Source: an optimization exercise on an open RTL-to-GDS flow (aim: small area). Production flows keep margins and buffers that such runs may drop. Function was checked by simulation only, so behaviour that the tests miss may differ from the original. Power and IR drop assume default switching activity.

==> inputs of branch yarrow <==
## tkb_core
module tkb_core (
    input  wire         clk,
    input  wire         rst,
    input  wire [31:0]  now,
    input  wire         rx_valid,
    output wire         rx_ready,
    input  wire [31:0]  rx_id,
    input  wire [3:0]   rx_len,
    input  wire [63:0]  rx_data,
    input  wire         hall_valid,
    output wire         hall_ready,
    input  wire [2:0]   hall_raw,
    input  wire         wd_tick_valid,
    output wire         wd_tick_ready,
    input  wire         st_tick_valid,
    output wire         st_tick_ready,
    output wire         tx_valid,
    input  wire         tx_ready,
    output wire [31:0]  tx_id,
    output wire [3:0]   tx_len,
    output wire [63:0]  tx_data,
    input  wire         tx_ok,
    output wire         pwm_set_valid,
    input  wire         pwm_set_ready,
    output wire [2:0]   pwm_set_ch,
    output wire [15:0]  pwm_set_width,
    input  wire         pwm_set_ok,
    output wire [127:0] pw_out,
    output reg          pwm_en,
    output reg          thr_pwr,
    output reg          main_pwr,
    output wire [1:0]   ks_out,
    output wire [2:0]   hall_level,
    output reg  [7:0]   diag_cr,
    output reg  [7:0]   diag_hs,
    output reg  [7:0]   diag_ua,
    output reg          last_ok,
    output wire         busy,
    input  wire [63:0]  cfg_pw_rev,
    input  wire [63:0]  cfg_pw_neutral,
    input  wire [63:0]  cfg_pw_fwd,
    input  wire [2:0]   cfg_act_low,
    input  wire [31:0]  cfg_wd_timeout,
    input  wire [31:0]  cfg_hk_delay,
    input  wire [31:0]  cfg_cmd_id,
    input  wire [31:0]  cfg_status_id
);
clock: 80.0 ns
lec_check: 0
cap_margin: 20
core_area: 4 4 266 266
die_area: 0 0 270 270
place_density: 0.85
slew_margin: 20
standard.sh (not shown) runs the stock make flow with config.mk's settings and CLKGATE_MAP_FILE= SYNTH_SCRIPT=/design/flow/synth_recipe.tcl, a recipe that flattens the netlist after the stock synthesis.
==> flow/flow/run.sh <==
#!/bin/bash
# The standard ORFS layout (standard.sh), with three changes:
# - synthesis is the standard flow's own script (synth_recipe.tcl, unchanged) with Yosys's
#   abc call given an area-recovering mapping script (flow/abc_area.script)
#   in place of ORFS's delay-oriented one; the registers, their names and
#   cell types are those of the standard synthesis;
# - the port buffers are made from the smallest buffer cell
#   (sky130_fd_sc_hd__buf_1) instead of the resizer's default choice; every
#   input and output port still gets its buffer;
# - clock tree synthesis uses one small clock buffer type, larger sink
#   clusters, and no dummy load cells.
# ORFS's whole output goes to standard.log; ORFS also keeps per-step logs
# under orfs/logs/.
set -o pipefail
HERE=$(pwd)
export BUFFER_PORTS_ARGS="-buffer_cell sky130_fd_sc_hd__buf_1"
export CTS_ARGS="-sink_clustering_enable -repair_clock_nets -sink_clustering_size 10 -sink_clustering_max_diameter 40 -buf_list sky130_fd_sc_hd__clkbuf_4 -dont_use_dummy_load"
{
  cat <<EOT
proc abc {args} {
  set i [lsearch -exact \$args -script]
  if {\$i >= 0} { lset args [expr {\$i + 1}] $HERE/flow/abc_area.script }
  yosys abc {*}\$args
}
EOT
  cat synth_recipe.tcl
} > area_synth.tcl
sed "s#SYNTH_SCRIPT=[^ ]*synth_recipe.tcl#SYNTH_SCRIPT=$HERE/area_synth.tcl#" standard.sh > area_standard.sh
if ! grep -q "SYNTH_SCRIPT=$HERE/area_synth.tcl" area_standard.sh; then
  echo "run.sh: could not point standard.sh at area_synth.tcl" >&2
  exit 1
fi
bash area_standard.sh > standard.log 2>&1
==> flow/flow/abc_area.script <==
strash
dch
amap
strash
dch
amap
topo
==> inputs of branch violet, as changes to branch yarrow <==
--- a/flow/design.v
+++ b/flow/design.v
@@ -1,39 +1,20 @@
 module tkb_mapper (
     input  wire [6:0] q,       
     input  wire       n_bit,   
     input  wire       x_bit,   
     input  wire [6:0] rem,     
-    input  wire       last,    
-    input  wire       ceil,    
-    output wire [1:0] digit,   
+    output wire [1:0] digit,
     output wire [6:0] rem_nx
 );
     wire [6:0] term = n_bit ? (x_bit ? 7'd127 : ~q) : (x_bit ? q : 7'd0);
-    wire [6:0] u    = {rem[5:0], rem[6]};
-    wire [7:0] c;
-    wire [6:0] s;
-    assign c[0] = 1'b0;
-    genvar i;
-    generate
-        for (i = 0; i < 7; i = i + 1) begin : add
-            assign s[i]   = u[i] ^ term[i] ^ c[i];
-            assign c[i+1] = (u[i] & term[i]) | (c[i] & (u[i] ^ term[i]));
-        end
-    endgenerate
-    wire co = c[7];
-    wire [7:0] h;
-    assign h[0] = co;
-    generate
-        for (i = 0; i < 7; i = i + 1) begin : inc
-            assign rem_nx[i] = s[i] ^ h[i];
-            assign h[i+1]    = s[i] & h[i];
-        end
-    endgenerate
-    wire full = last && ((&rem_nx) || (ceil && (|rem_nx)));
-    assign digit = {(rem[6] & co) | ((rem[6] ^ co) & full), rem[6] ^ co ^ full};
+    wire [8:0] t    = {1'b0, rem, 1'b0} + {2'b00, term};       
+    wire [7:0] s    = {6'd0, t[8:7]} + {1'b0, t[6:0]};         
+    wire       ge   = (s >= 8'd127);
+    assign digit  = t[8:7] + {1'b0, ge};
+    assign rem_nx = ge ? (s[6:0] + 7'd1) : s[6:0];
 endmodule
 module tkb_core (
     input  wire         clk,
     input  wire         rst,
     input  wire [31:0]  now,
     input  wire         rx_valid,
@@ -99,13 +80,12 @@
     reg  [6:0]  rem;
     reg  [15:0] acc;
     reg  [31:0] spd;              
     reg  [3:0]  pend;
     reg         yng01, yng02, yng03, yng12, yng13, yng23;
     reg         wd_late;          
-    integer     i;
     wire [3:0]  src_valid = {st_tick_valid, wd_tick_valid, rx_valid, hall_valid};
     wire [3:0]  arrive    = src_valid & ~pend;
     wire        idle      = (st == S_IDLE);
     wire        head0 = pend[0] & ~(pend[1] & yng01) & ~(pend[2] & yng02) & ~(pend[3] & yng03);
     wire        head1 = pend[1] & ~(pend[0] & ~yng01) & ~(pend[2] & yng12) & ~(pend[3] & yng13);
     wire        head2 = pend[2] & ~(pend[0] & ~yng02) & ~(pend[1] & ~yng12) & ~(pend[3] & yng23);
@@ -132,97 +112,54 @@
     wire        rx_thr_h = rx_len8 && (rx_data[7:0] == 8'h48);
     wire        rx_thr_v = rx_len8 && (rx_data[7:0] == 8'h56);
     wire        rx_thr   = rx_thr_h || rx_thr_v;
     wire        rx_cmd   = (rx_kc && (rx_b2h || rx_b2s) && (rx_b3a || rx_b3u)) || rx_thr;
     wire [2:0]  hall_cur     = hall_raw ^ cfg_act_low;
     wire        hall_removed = hall_last[2] && !hall_cur[2];
-    wire        dly_sel = (st == S_DLY) && !arrive[2];
-    wire [31:0] cmp_ref = dly_sel ? spd : wd_last;
-    wire [31:0] cmp_lim = dly_sel ? cfg_hk_delay : cfg_wd_timeout;
-    wire [32:0] cb, cc;
-    wire [31:0] el;
-    assign cb[0] = 1'b1;
-    assign cc[0] = dly_sel;
-    genvar b;
-    generate
-        for (b = 0; b < 32; b = b + 1) begin : cmp
-            assign el[b]   = now[b] ^ ~cmp_ref[b] ^ cb[b];
-            assign cb[b+1] = (now[b] & ~cmp_ref[b]) | (cb[b] & (now[b] ^ ~cmp_ref[b]));
-            assign cc[b+1] = (el[b] & ~cmp_lim[b]) | (cc[b] & (el[b] | ~cmp_lim[b]));
-        end
-    endgenerate
-    wire        cmp_hit    = cc[32];
-    wire        wd_timeout = cmp_hit && !(arrive[1] && rx_cmd);
-    wire        dly_done   = dly_sel && cmp_hit;
+    wire [31:0] wd_elapsed = now - wd_last;
+    wire        wd_timeout = (wd_elapsed > cfg_wd_timeout) && !(arrive[1] && rx_cmd);
     wire        thr_mode = (kind == K_THR);
     wire [7:0]  sb       = spd[8*{ch[2], ch[0]} +: 8];
     wire        neg      = thr_mode && sb[7];
-    wire [7:0]  nh;
-    wire [6:0]  negmag;
-    assign nh[0] = 1'b1;
-    generate
-        for (b = 0; b < 7; b = b + 1) begin : neg_inc
-            assign negmag[b] = ~sb[b] ^ nh[b];
-            assign nh[b+1]   = ~sb[b] & nh[b];
-        end
-    endgenerate
+    wire [6:0]  negmag   = ~sb[6:0] + 7'd1;
     wire [6:0]  q        = !thr_mode ? 7'd0 :
                            !sb[7]    ? sb[6:0] :
-                           nh[7]     ? 7'd127 : negmag;
-    wire [15:0] ksel = 16'd1 << k;
-    wire [3:0]  n_g, f_g, r_g;
-    generate
-        for (b = 0; b < 4; b = b + 1) begin : gsel
-            assign n_g[b] = |(cfg_pw_neutral[16*b +: 16] & ksel);
-            assign f_g[b] = |(cfg_pw_fwd[16*b +: 16] & ksel);
-            assign r_g[b] = |(cfg_pw_rev[16*b +: 16] & ksel);
-        end
-    endgenerate
-    wire        n_bit    = n_g[ch[2:1]];
-    wire        x_bit    = neg ? r_g[ch[2:1]] : f_g[ch[2:1]];
+                           (sb[6:0] == 7'd0) ? 7'd127 : negmag;
+    wire [5:0]  bsel     = {ch[2:1], k};
+    wire        n_bit    = cfg_pw_neutral[bsel] ^ neg;
+    wire        x_bit    = neg ? ~cfg_pw_rev[bsel] : cfg_pw_fwd[bsel];
     wire [1:0]  digit;
     wire [6:0]  rem_nx;
     tkb_mapper u_map (
         .q      (q),
         .n_bit  (n_bit),
         .x_bit  (x_bit),
         .rem    (rem),
-        .last   (k == 4'd0),
-        .ceil   (neg),
         .digit  (digit),
         .rem_nx (rem_nx)
     );
-    wire [15:0] ah;
-    wire [14:0] acc_inc;
-    assign ah[0] = digit[1];
-    generate
-        for (b = 0; b < 15; b = b + 1) begin : acc_add
-            assign acc_inc[b] = acc[b] ^ ah[b];
-            assign ah[b+1]    = acc[b] & ah[b];
-        end
-    endgenerate
-    wire [15:0] width = acc;
+    wire [15:0] width = acc ^ {16{neg}};
     assign pwm_set_valid = (st == S_PWM);
     assign pwm_set_ch    = ch;
     assign pwm_set_width = width;
     wire   pwm_xfer      = pwm_set_valid && pwm_set_ready;
     wire   last_ch       = ch[2] && ch[0] && (thr_mode || ch[1]);
     wire   tx_h          = (st == S_TXH);
     wire   tx_u          = (st == S_TXU);
     assign tx_valid = (st == S_TXA) || tx_h || tx_u;
     assign tx_id    = cfg_status_id;
     assign tx_len   = 4'd5;
     assign tx_data  = {32'd0, (tx_u ? 8'h55 : 8'h41), (tx_h ? 8'h48 : 8'h53), 16'h524B};
     wire   tx_xfer  = tx_valid && tx_ready;
+    wire   dly_done = ((now - spd) >= cfg_hk_delay);
     always @(posedge clk) begin
         if (rst) begin
             pend    <= 4'd0;
             wd_last <= 32'd0;
         end else begin
-            for (i = 0; i < 4; i = i + 1)
-                if (arrive[i] || take_v[i]) pend[i] <= arrive[i];
+            pend <= (pend | src_valid) & ~take_v;
             if (arrive[1] && rx_cmd) wd_last <= now;
         end
         if (arrive[2]) wd_late <= wd_timeout;
         if (arrive[0]) begin
             yng01 <= pend[1];
             yng02 <= pend[2];
@@ -371,13 +308,13 @@
             rem  <= 7'd0;
             if (take_v[1]) spd <= rx_data[39:8];
         end
         if (st == S_COMP) begin
             k   <= k - 4'd1;
             rem <= rem_nx;
-            acc <= {acc_inc, digit[0]};
+            acc <= {acc[14:0], 1'b0} + {14'd0, digit};
         end
         if (pwm_xfer) begin
             ch  <= ch + ((thr_mode && ch[0]) ? 3'd3 : 3'd1);
             k   <= 4'd15;
             rem <= 7'd0;
         end
==> flow/run.sh (new file) <==
#!/bin/bash
# synth_recipe.tcl (not shown) runs the flow's synth.tcl, then flattens the netlist and writes it again
# the make line also repeats each setting of config.mk as NAME=value (left out here)
make -C /OpenROAD-flow-scripts/flow DESIGN_CONFIG=/design/flow/config.mk WORK_HOME=/design/flow/orfs CLKGATE_MAP_FILE= SYNTH_SCRIPT=/design/flow/synth_recipe.tcl finish
- CORE_AREA: 4 4 266 266 -> unset
- CORE_MARGIN: unset -> 2
- CORE_UTILIZATION: unset -> 40
- DIE_AREA: 0 0 270 270 -> unset
- PLACE_DENSITY: 0.85 -> 0.6
removed: flow/flow/run.sh
removed: flow/flow/abc_area.script
removed: flow/standard.sh
==> impl_metrics.env <==
export IMPL_status="timing/DRC/antenna clean"
export IMPL_rows=79
export IMPL_layout_area_seq_sq_mm=0.00725
export IMPL_drive_gt1_share_pct=7.96
export IMPL_p_seq_share_pct=31.1
export IMPL_hp_start="diag_hs[0]"
export IMPL_fin_crit_ns=32.00
export IMPL_combPwrFrac_pct=42.2
export IMPL_die_y_um=222
export IMPL_grt_use_met2_pct=51.6
export IMPL_post_place_ws_ns=48.00
export IMPL_cp_startpoint="cfg_status_id[20]"
export IMPL_p_per_area_mw_per_mm2=22.6
export IMPL_grt_pass1_wl_um=106000
export IMPL_max_freq_mhz=31.2
export IMPL_static_leakage_power_nw=10.6
export IMPL_swShare_pct=34.6
export IMPL_power_top_group="combinational logic"
export IMPL_p_switching_uw=208
(the above is from branch violet)
==> impl_metrics.env <==
export IMPL_rows=95
export IMPL_status="timing/DRC/antenna clean"
export IMPL_drive_gt1_share_pct=4.03
export IMPL_p_seq_share_pct=41.4
export IMPL_p_per_area_mw_per_mm2=23.9
export IMPL_cp_startpoint="cfg_status_id[23]"
export IMPL_p_switching_uw=182
export IMPL_power_internal_uw=256
export IMPL_swShare_pct=41.5
export IMPL_die_y_um=270
export IMPL_power_top_group="registers"
export IMPL_grt_use_met2_pct=38.3
export IMPL_htreeDepth=2
export IMPL_static_leakage_power_nw=5.96
export IMPL_combPwrFrac_pct=40.5
export IMPL_die_w_um=270
export IMPL_hp_start="last_ok"
export IMPL_max_freq_mhz=31.2
export IMPL_first_pass_iters=9
(the above is from branch yarrow)

* * *

==> run a <==
tkb_core, a different RTL version from the one above (not shown whole).
make LEC_CHECK=0 CAP_MARGIN=20 CORE_AREA='4 4 266 266' DIE_AREA='0 0 270 270' PLACE_DENSITY=0.6 SLEW_MARGIN=20 finish   # period 80.0 ns
run.sh (not shown) runs the stock make flow with config.mk's settings and CLKGATE_MAP_FILE= SYNTH_SCRIPT=/design/flow/synth_recipe.tcl, a recipe that flattens the netlist after the stock synthesis.
Stock flow here: none of the scripts above is used.
==> run b (differences from run a) <==
==> flow/flow/run.sh (new file) <==
#!/bin/bash
# The standard ORFS layout (standard.sh), with three changes:
# - synthesis is the standard flow's own script (synth_recipe.tcl, unchanged) with Yosys's
#   abc call given an area-recovering mapping script (flow/abc_area.script)
#   in place of ORFS's delay-oriented one; the registers, their names and
#   cell types are those of the standard synthesis;
# - the port buffers are made from the smallest buffer cell
#   (sky130_fd_sc_hd__buf_1) instead of the resizer's default choice; every
#   input and output port still gets its buffer;
# - clock tree synthesis uses one small clock buffer type, larger sink
#   clusters, and no dummy load cells.
# ORFS's whole output goes to standard.log; ORFS also keeps per-step logs
# under orfs/logs/.
set -o pipefail
HERE=$(pwd)
export BUFFER_PORTS_ARGS="-buffer_cell sky130_fd_sc_hd__buf_1"
export CTS_ARGS="-sink_clustering_enable -repair_clock_nets -sink_clustering_size 30 -sink_clustering_max_diameter 80 -buf_list sky130_fd_sc_hd__clkbuf_16 -dont_use_dummy_load"
{
  cat <<EOT
proc abc {args} {
  set i [lsearch -exact \$args -script]
  if {\$i >= 0} { lset args [expr {\$i + 1}] $HERE/flow/abc_area.script }
  yosys abc {*}\$args
}
EOT
  cat synth_recipe.tcl
} > area_synth.tcl
sed "s#SYNTH_SCRIPT=[^ ]*synth_recipe.tcl#SYNTH_SCRIPT=$HERE/area_synth.tcl#" standard.sh > area_standard.sh
if ! grep -q "SYNTH_SCRIPT=$HERE/area_synth.tcl" area_standard.sh; then
  echo "run.sh: could not point standard.sh at area_synth.tcl" >&2
  exit 1
fi
bash area_standard.sh > standard.log 2>&1
==> flow/flow/abc_area.script (new file) <==
&get -n
&st
&dch
&nf -R 1000
&put
strash
&get -n
&st
&dch
&nf -R 1000
&put
topo
==> flow/standard.sh (new file) <==
#!/bin/bash
# synth_recipe.tcl (not shown) runs the flow's synth.tcl, then flattens the netlist and writes it again
# the make line also repeats each setting of config.mk as NAME=value (left out here)
make -C /OpenROAD-flow-scripts/flow DESIGN_CONFIG=/design/flow/config.mk WORK_HOME=/design/flow/orfs CLKGATE_MAP_FILE= SYNTH_SCRIPT=/design/flow/synth_recipe.tcl "${@:-finish}"
removed: flow/run.sh
==> run c (differences from run a) <==
--- a/flow/design.v
+++ b/flow/design.v
@@ -1,14 +1,15 @@
 module tkb_mapper (
     input  wire [6:0] q,       
     input  wire       n_bit,   
     input  wire       x_bit,   
     input  wire [6:0] rem,     
     input  wire       last,    
+    input  wire       ceil,    
     output wire [1:0] digit,   
     output wire [6:0] rem_nx
 );
     wire [6:0] term = n_bit ? (x_bit ? 7'd127 : ~q) : (x_bit ? q : 7'd0);
     wire [6:0] u    = {rem[5:0], rem[6]};
     wire [7:0] c;
     wire [6:0] s;
     assign c[0] = 1'b0;
@@ -23,17 +24,17 @@
     wire [7:0] h;
     assign h[0] = co;
     generate
         for (i = 0; i < 7; i = i + 1) begin : inc
             assign rem_nx[i] = s[i] ^ h[i];
             assign h[i+1]    = s[i] & h[i];
         end
     endgenerate
-    wire full = last && (&rem_nx);
+    wire full = last && ((&rem_nx) || (ceil && (|rem_nx)));
     assign digit = {(rem[6] & co) | ((rem[6] ^ co) & full), rem[6] ^ co ^ full};
 endmodule
 module tkb_core (
     input  wire         clk,
     input  wire         rst,
     input  wire [31:0]  now,
     input  wire         rx_valid,
     output wire         rx_ready,
@@ -96,16 +97,17 @@
     reg  [2:0]  ch;
     reg  [3:0]  k;
     reg  [6:0]  rem;
     reg  [15:0] acc;
     reg  [31:0] spd;              
     reg  [3:0]  pend;
     reg         yng01, yng02, yng03, yng12, yng13, yng23;
     reg         wd_late;          
+    integer     i;
     wire [3:0]  src_valid = {st_tick_valid, wd_tick_valid, rx_valid, hall_valid};
     wire [3:0]  arrive    = src_valid & ~pend;
     wire        idle      = (st == S_IDLE);
     wire        head0 = pend[0] & ~(pend[1] & yng01) & ~(pend[2] & yng02) & ~(pend[3] & yng03);
     wire        head1 = pend[1] & ~(pend[0] & ~yng01) & ~(pend[2] & yng12) & ~(pend[3] & yng13);
     wire        head2 = pend[2] & ~(pend[0] & ~yng02) & ~(pend[1] & ~yng12) & ~(pend[3] & yng23);
     wire        head3 = pend[3] & ~(pend[0] & ~yng03) & ~(pend[1] & ~yng13) & ~(pend[2] & ~yng23);
     wire [3:0]  ready_v = {4{idle}} & {head3, head2, head1, head0};
@@ -170,39 +172,40 @@
     wire [3:0]  n_g, f_g, r_g;
     generate
         for (b = 0; b < 4; b = b + 1) begin : gsel
             assign n_g[b] = |(cfg_pw_neutral[16*b +: 16] & ksel);
             assign f_g[b] = |(cfg_pw_fwd[16*b +: 16] & ksel);
             assign r_g[b] = |(cfg_pw_rev[16*b +: 16] & ksel);
         end
     endgenerate
-    wire        n_bit    = n_g[ch[2:1]] ^ neg;
-    wire        x_bit    = neg ? ~r_g[ch[2:1]] : f_g[ch[2:1]];
+    wire        n_bit    = n_g[ch[2:1]];
+    wire        x_bit    = neg ? r_g[ch[2:1]] : f_g[ch[2:1]];
     wire [1:0]  digit;
     wire [6:0]  rem_nx;
     tkb_mapper u_map (
         .q      (q),
         .n_bit  (n_bit),
         .x_bit  (x_bit),
         .rem    (rem),
         .last   (k == 4'd0),
+        .ceil   (neg),
         .digit  (digit),
         .rem_nx (rem_nx)
     );
     wire [15:0] ah;
     wire [14:0] acc_inc;
     assign ah[0] = digit[1];
     generate
         for (b = 0; b < 15; b = b + 1) begin : acc_add
             assign acc_inc[b] = acc[b] ^ ah[b];
             assign ah[b+1]    = acc[b] & ah[b];
         end
     endgenerate
-    wire [15:0] width = acc ^ {16{neg}};
+    wire [15:0] width = acc;
     assign pwm_set_valid = (st == S_PWM);
     assign pwm_set_ch    = ch;
     assign pwm_set_width = width;
     wire   pwm_xfer      = pwm_set_valid && pwm_set_ready;
     wire   last_ch       = ch[2] && ch[0] && (thr_mode || ch[1]);
     wire   tx_h          = (st == S_TXH);
     wire   tx_u          = (st == S_TXU);
     assign tx_valid = (st == S_TXA) || tx_h || tx_u;
@@ -210,17 +213,18 @@
     assign tx_len   = 4'd5;
     assign tx_data  = {32'd0, (tx_u ? 8'h55 : 8'h41), (tx_h ? 8'h48 : 8'h53), 16'h524B};
     wire   tx_xfer  = tx_valid && tx_ready;
     always @(posedge clk) begin
         if (rst) begin
             pend    <= 4'd0;
             wd_last <= 32'd0;
         end else begin
-            pend <= (pend | src_valid) & ~take_v;
+            for (i = 0; i < 4; i = i + 1)
+                if (arrive[i] || take_v[i]) pend[i] <= arrive[i];
             if (arrive[1] && rx_cmd) wd_last <= now;
         end
         if (arrive[2]) wd_late <= wd_timeout;
         if (arrive[0]) begin
             yng01 <= pend[1];
             yng02 <= pend[2];
             yng03 <= pend[3];
         end
==> flow/flow/run.sh (new file) <==
#!/bin/bash
# The standard ORFS layout (standard.sh), with three changes:
# - synthesis is the standard flow's own script (synth_recipe.tcl, unchanged) with Yosys's
#   abc call given an area-recovering mapping script (flow/abc_area.script)
#   in place of ORFS's delay-oriented one; the registers, their names and
#   cell types are those of the standard synthesis;
# - the port buffers are made from the smallest buffer cell
#   (sky130_fd_sc_hd__buf_1) instead of the resizer's default choice; every
#   input and output port still gets its buffer;
# - clock tree synthesis uses one small clock buffer type, larger sink
#   clusters, and no dummy load cells.
# ORFS's whole output goes to standard.log; ORFS also keeps per-step logs
# under orfs/logs/.
set -o pipefail
HERE=$(pwd)
export BUFFER_PORTS_ARGS="-buffer_cell sky130_fd_sc_hd__buf_1"
export CTS_ARGS="-sink_clustering_enable -repair_clock_nets -sink_clustering_size 10 -sink_clustering_max_diameter 40 -buf_list sky130_fd_sc_hd__clkbuf_4 -dont_use_dummy_load"
{
  cat <<EOT
proc abc {args} {
  set i [lsearch -exact \$args -script]
  if {\$i >= 0} { lset args [expr {\$i + 1}] $HERE/flow/abc_area.script }
  yosys abc {*}\$args
}
EOT
  cat synth_recipe.tcl
} > area_synth.tcl
sed "s#SYNTH_SCRIPT=[^ ]*synth_recipe.tcl#SYNTH_SCRIPT=$HERE/area_synth.tcl#" standard.sh > area_standard.sh
if ! grep -q "SYNTH_SCRIPT=$HERE/area_synth.tcl" area_standard.sh; then
  echo "run.sh: could not point standard.sh at area_synth.tcl" >&2
  exit 1
fi
bash area_standard.sh > standard.log 2>&1
==> flow/flow/abc_area.script (new file) <==
strash
dch
amap
strash
dch
amap
topo
==> flow/standard.sh (new file) <==
#!/bin/bash
# synth_recipe.tcl (not shown) runs the flow's synth.tcl, then flattens the netlist and writes it again
# the make line also repeats each setting of config.mk as NAME=value (left out here)
make -C /OpenROAD-flow-scripts/flow DESIGN_CONFIG=/design/flow/config.mk WORK_HOME=/design/flow/orfs CLKGATE_MAP_FILE= SYNTH_SCRIPT=/design/flow/synth_recipe.tcl "${@:-finish}"
==> flow/config.mk (replaced) <==
export PLATFORM = sky130hd
export DESIGN_NAME = tkb_core
export DESIGN_NICKNAME = tkb_core
export VERILOG_FILES = /design/flow/design.v
export SDC_FILE = /design/flow/constraint.sdc
export NUM_CORES = 4
export LEC_CHECK = 0
export CAP_MARGIN = 0
export CORE_AREA = 4 4 266 266
export DIE_AREA = 0 0 270 270
export PLACE_DENSITY = 0.85
export SLEW_MARGIN = 0
removed: flow/run.sh
==> run d (differences from run a) <==
==> flow/config.mk (replaced) <==
export PLATFORM = sky130hd
export DESIGN_NAME = tkb_core
export DESIGN_NICKNAME = tkb_core
export VERILOG_FILES = /design/flow/design.v
export SDC_FILE = /design/flow/constraint.sdc
export NUM_CORES = 4
export LEC_CHECK = 0
export CAP_MARGIN = 20
export CORE_AREA = 4 4 266 266
export CTS_BUF_LIST = sky130_fd_sc_hd__clkbuf_4
export CTS_CLUSTER_DIAMETER = 50
export CTS_CLUSTER_SIZE = 8
export DIE_AREA = 0 0 270 270
export PLACE_DENSITY = 0.6
export SLEW_MARGIN = 20
==> summary.txt <==
Hold slack, lowest first: run a, run c, run b, run d. Design area: run a > run d > run b > run c. In die area, run b and run c do not differ. Between run d and run b, the lower core utilization is in run b (gap 7.5 points). Clock skew: run c > run d > run b > run a. In run d the clock power is larger than in run c, by about 34%. Of run d and run a, run a has the higher register-to-register slack (gap 20 ps). Global-route usage: run b < run c < run d < run a. Fmax, highest first: run b, run c, run d, run a.
==> figures <==
|  | run c | run b | run d | run a |
|---|---|---|---|---|
| Outcome | complete, no violations | complete, no violations | complete, no violations | complete, no violations |
| Pwr dens | 23.87 mW/mm^2 | 26.48 mW/mm^2 | 22.67 mW/mm^2 | 24.73 mW/mm^2 |
| Maximum fanout count along the critical path | 1 | 1 | 17 | 17 |
| NetSw | 0.0001815 W | 0.0001968 W | 0.0002101 W | 0.0002152 W |
| Slack of the worst reg-to-reg path | 63,180 ps | 64,050 ps | 63,220 ps | 63,240 ps |
| Area share of and/or/nand/nor cells after synthesis | 10.13% | 13.01% | 11.67% | 11.67% |
| Normalized max-slew margin | 20.69% | 29.98% | 24.52% | 22.87% |
| Fraction of area in multi-input gates | 34.65% | 37.84% | 33.11% | 32.37% |
| Clock tree root driver cell | sky130_fd_sc_hd__clkbuf_4 | sky130_fd_sc_hd__clkbuf_16 | sky130_fd_sc_hd__clkbuf_4 | sky130_fd_sc_hd__clkbuf_16 |
| Critical path data arrival time | 16,010 ps | 16,000 ps | 32,730 ps | 32,710 ps |
| Half-perimeter wire length after placement | 65.93 mm | 58.09 mm | 68.75 mm | 68.75 mm |
| Layout clock buffers | 52 | 25 | 64 | 47 |
| Hold endpoint | last_ok | last_ok | pwm_en | pwm_en |
| Synthesized-area fraction occupied by ao, oa, aoi and oai cells | 23.10% | 13.04% | 13.93% | 13.93% |
| Post-placement worst setup slack | 47,990 ps | 48,000 ps | 47,180 ps | 47,180 ps |
| Count of placed standard cells including taps | 2,931 | 2,822 | 2,968 | 2,968 |
| Vias after detailed routing | 15,090 | 13,600 | 15,120 | 14,980 |
| Dominant kind of cell by area | sequential cells | sequential cells | multi-input gates | multi-input gates |
| Number of instances on the worst hold path | 1 | 2 | 1 | 1 |

static timing again, ports no longer ideal:
In the flow no input, the clock included, has a driving cell. The finished layouts below were timed again as built, in two steps. Step 1 assumes that a clkbuf_16 drives the clock port and a buf_2 every other input. Step 2 adds t to the input delays and takes it off the output delays; t is the mean of the earliest and latest rising clock arrival at the registers after step 1. Input paths then give back, and output paths get back, about the clock's delay inside the block. Three values: no drivers, after step 1, after step 2; two values: the first two.
run	t, ns	slack for setup (ns)	hold WS [ns]
branch yarrow	0.768	47.994 / 47.844 / 47.844	0.475 / 0.475 / 0.475
branch violet	0.643	47.999 / 47.934 / 47.934	0.451 / 0.451 / 0.451
run a	0.595	47.729 / 47.758 / 47.162	0.473 / 0.473 / 0.473
run b	0.619	48.000 / 47.934 / 47.934	0.477 / 0.477 / 0.477
run c	0.767	47.994 / 47.847 / 47.847	0.475 / 0.475 / 0.475
run d	0.795	47.929 / 47.912 / 47.142	0.483 / 0.483 / 0.483
After both steps setup and hold are still met in every run listed. For run d, which loses most, drivers alone change the setup slack by -0.017 ns; drivers and shift together by -0.787 ns.
